From an optimization exercise on the open Yosys and OpenROAD flow, aimed at small area, a short achievable clock period and few clock cycles per item; shortcuts taken in it are not production practice.
Function was checked by simulation only, so behaviour that the tests miss may differ from the original.

==> flow/design.v (outline; a module is shown in full before it is edited, if it fits) <==
// module tcalc_unit: 18803 lines
// module tc_add: 29 lines
// module tc_fa: 4 lines
// module tc_ha: 4 lines
// module tc_xnor: 3 lines
// module tc_or: 3 lines
// module tc_nand2: 3 lines
// module tc_nand3: 3 lines
// module tc_pp3: 4 lines
// module tc_bpp: 4 lines
module tcalc_unit (
    input  wire        clk,
    input  wire        rst,         
    input  wire        start,       
    input  wire [31:0] freq,        
    input  wire [31:0] ratio,       
    input  wire [31:0] dur,         
    input  wire [31:0] flr,         
    output wire        ready,
    output reg         done,        
    output reg  [1:0]  status,      
    output reg  [15:0] comp0,
    output reg  [15:0] comp1,
    output reg  [3:0]  presc
);
  // ...
==> flow/run.sh <==
#!/bin/bash
# synth_recipe.tcl (not shown) runs the flow's synth.tcl, then flattens the netlist and writes it again
# the make line also repeats each setting of config.mk as NAME=value (left out here)
make -C /OpenROAD-flow-scripts/flow DESIGN_CONFIG=/design/flow/config.mk WORK_HOME=/design/flow/orfs CLKGATE_MAP_FILE= SYNTH_SCRIPT=/design/flow/synth_recipe.tcl finish
==> flow/config.mk <==
export PLATFORM = sky130hd
export DESIGN_NAME = tcalc_unit
export DESIGN_NICKNAME = tcalc_unit
export VERILOG_FILES = /design/flow/design.v
export SDC_FILE = /design/flow/constraint.sdc
export NUM_CORES = 4
export LEC_CHECK = 0
export CAP_MARGIN = 20
export CORE_MARGIN = 2
export CORE_UTILIZATION = 40
export SLEW_MARGIN = 20
export SYNTH_HIERARCHICAL = 1
export SYNTH_MINIMUM_KEEP_SIZE = 0
==> flow/constraint.sdc <==
create_clock -name core_clock -period 6.0 [get_ports {clk}]
set_input_delay 1.2000 -clock core_clock [delete_from_list [all_inputs] [get_ports {clk}]]
set_output_delay 1.2000 -clock core_clock [all_outputs]
set_load 0.01 [all_outputs]
==> run notes, run 1 <==
number of sequential cells 879; Hold Slack ~0.33 ns; multi-input combinational area share 72.66%; clock transition at the registers of the reported paths 0.06 ns; worst setup margin approximately 0.2 ns; M1 WL 175,800 um; Setup CP Type flop to flop; Max-area cell class multi-input combinational cells; area of the multi-input gates about 0.088 mm2; 1st-pass router iterations 8; outcome timing/DRC/antenna clean; area share of buffers outside the clock network 4.996%; Final Skew around 0.065 ns; crit path from xa3[0]; HP Class flop to flop; placed cells 17,680; Placed Area 0.1176 mm2; post-route ant nets 0; critical-path cell list fa_2 -> fa_1 -> a21o_1 -> a221oi_2 -> nor3_1 -> o311a_1 -> o21ai_1 -> nand2_1 -> a311oi_2 -> xnor2_1 -> or3_4 -> or4_4 -> nor3_2 -> nand2_1 -> or2_2 -> o221a_4 -> buf_4 -> mux2i_1 -> mux2i_1 -> mux2_2 -> a221o_1; Yosys Warn Count 7; R2R cell count 21; Layout clock area frac 2.982%; post-DP HPWL 338,800 um
Testbench counts, summed over its fixed seeds: cycles 1,648, items 1,600.
==> inputs of run 2 (changes only) <==
--- a/flow/config.mk
+++ b/flow/config.mk
@@ -8,6 +8,7 @@
 export CAP_MARGIN = 20
 export CORE_MARGIN = 2
 export CORE_UTILIZATION = 40
+export SETUP_SLACK_MARGIN = 0.6
 export SLEW_MARGIN = 20
 export SYNTH_HIERARCHICAL = 1
 export SYNTH_MINIMUM_KEEP_SIZE = 0
==> run 2 against run 1 <==
  * Still clean
  * Worst hold slack got worse by 0.070 ns
  * Critical path depth did not move
  * Synthesized cell count did not move
  * Global-route usage barely moved
  * Via count rose by 0.28%
  * Sequential share of layout area fell by 0.22 points
  * Critical endpoint is now wy4[2]
  * Largest cell class unchanged
  * Highest routed layer unchanged
==> run notes, run 2 <==
synthesized cell area 0.1075 mm2; post-DP HPWL 340,700 um (+0.57%); outcome timing/DRC/antenna clean; Final Hold Vio Count 0; slowest stage cell, crit path or4_4; post-cts hold buffer count 0; worst setup margin 0.2693 ns (+0.06861 ns); commonest non-fill, non-tap cell in the layout nand2_1; Crit path top cell by count mux2i_1; CORE AREA 0.2677 mm2; post-route ant nets 0 (unchanged); Yosys Warn Count 7 (unchanged); Critical Path Max Stage Delay 0.47 ns; Sink Count 879; FILL cells 26,260; IO Pins 171; clock transition at the registers of the reported paths 0.07 ns (about the same); crit-path max FO 10; WL per Instance 27.45 um; DIE AREA 0.2729 mm2; Clock Tree Buf Depth 3; final-report max-slew violation count 0; post-layout minimum cycle time 5.731 ns; critical-path cell list fa_2 -> fa_2 -> a21o_1 -> a221oi_4 -> nor3_4 -> o311a_1 -> o21ai_2 -> nand2_2 -> a311oi_2 -> xnor2_1 -> or3_1 -> or4_4 -> nor3_4 -> nand4b_1 -> a21oi_2 -> o221a_4 -> buf_16 -> mux2i_1 -> mux2i_1 -> mux2i_1 -> a21oi_1; RD Place Congestion 1.025; number of buffers created by CTS 102; GRT Max-Usage Layer met2; met1 Usage GRT 43.07%; drt drc 0; htree depth 3; Mapped Cells between 10,000 and 15,000; clock root cell clkbuf_16; grt met3 use roughly 15%; initial antenna violation count 33; clock latency (worst-skew pair) 0.80 ns; Slew HR 13.36%; total track usage 35.01%; syn avg cell area 7.926 um2; drt total wl 493,600 um; unrepaired setup endpoints after global routing yes; Detailed Route Iter0 Violations 17,160; Initial Util 40.15%; startpoint types flop; largest net degree at the start of global routing 54; vias in the first global route 108,000; CTS tree yes; Top Registers fr3_2 (58), fra1 (58), fr2 (57); Setup CP Type flop to flop; first-pass GRT wire length about 710,000 um; fmax 174.5 MHz; most frequent cells in the layout nand2_1 (5,677), nand3_1 (1,871), fa_1 (1,734), dfxtp_1 (709), buf_4 (536); I/O Buffers 169; GRT overflow 0; Die Span X 522.4 um; met2 global-route usage 50.25%; Area growth syn-to-layout 14.82%; layout cells sized above 1 around 8.4%; via count 111,000; final setup fails 0; worst slew pin tran 1.300 ns; TNS Setup 0 ns; via/cell ratio 6.173; Final period util 95.51%; Arr. time, crit path 6.31 ns; 1st-pass router iterations 10 (+2); Final Skew 0.07880 ns (+0.01404 ns); Worst setup EP type flop; FP Rows 190; Max-Cap Viols 0; post-layout net count 16,700; die height 522.4 um; HP Class flop to flop; pre-CTS WS 0.08016 ns; Crit path required time 6.58 ns
run 2: critical path: cells and delay by family, from the launching register on:
kind,cells,cell delay [ns]
and+or+nand+nor,6,1.36
adders and majority gates,2,0.76
muxes,3,0.84
DFF,1,0.32
buffers and inverters,1,0.20
xor gates and xnor gates,1,0.11
AOI/OAI and AO/OA,8,1.90
run 2: final cells by class:
class	instances	area, um2	share of cell area (%)
clock inverter	45	666.9	0.5404
antenna	30	75.07	0.06083
multi-input combinational	12260	89340	72.39
tap	3552	4444	3.601
clock buffer	139	2831	2.294
sequential	879	17860	14.48
inverter	304	1147	0.9297
timing repair buffer	771	7043	5.707
run 2: path summary, 6_finish.rpt:
kind	start	to	slack, ns	cells past startpoint
setup / recovery	xa3[0]	wy4[2]	0.27	21
hold / removal	k4[2]	k5[2]	0.26	0
setup reg to reg	xa3[0]	wy4[2]	0.27	21
hold reg to reg	k4[2]	k5[2]	0.26	0
run 2: per-layer routing:
metal	vias to the layer above	share of wire (%)
li1	46600	-
met1	52330	36
met2	9455	40
met3	2565	15
met4	30	8.1
met5	-	0.11
run 2: timing repair:
| item | CTS | global route |
|---|---|---|
| buffers inserted | 19 | 31 |
| cloned | 3 | 9 |
| setup endpoints to repair | 57 | 62 |
| gates resized for setup | 69 | 195 |
| pin swaps | 34 | 80 |
run 2: stage by stage:
stage | instances | hold WS [ns] | utilization (%) | cell area, um2
final | 17980 | 0.2556 | 46.11 | 123400
after global routing | 17950 | 0.2657 | 46.08 | 123300
after CTS | 17910 | 0.2555 | 45.56 | 122000
after detailed placement | 17700 | 0.3121 | 44.06 | 117900
after global placement | 17700 | 0.3104 | 44.06 | 117900
after floorplan | 13570 | 0.3096 | - | 107600

## port drivers added, routing unchanged
How much do the figures lean on ideal ports? The routed layouts below were timed once more, with nothing changed but the port constraints. Step 1 sets driving cells, clkbuf_16 on the clock port and buf_2 on the other inputs (assumed; they add their load-dependent delay and slew). Step 2 moves the port delays by t, midway between the first and last clock arrival at a register: inputs arrive t later, outputs are due t later. That takes back most of the time a late clock gives input paths. a / b / c = ideal ports / drivers / drivers and shift; a / b = the first two.
run | t (ns) | slack for setup (ns) | cell pins on the clock port's net
run 1 | 0.868 | 0.201 / 0.201 / 0.201 | 1
run 2 | 0.874 | 0.269 / 0.269 / 0.269 | 1
After both steps every run listed still meets setup and hold.
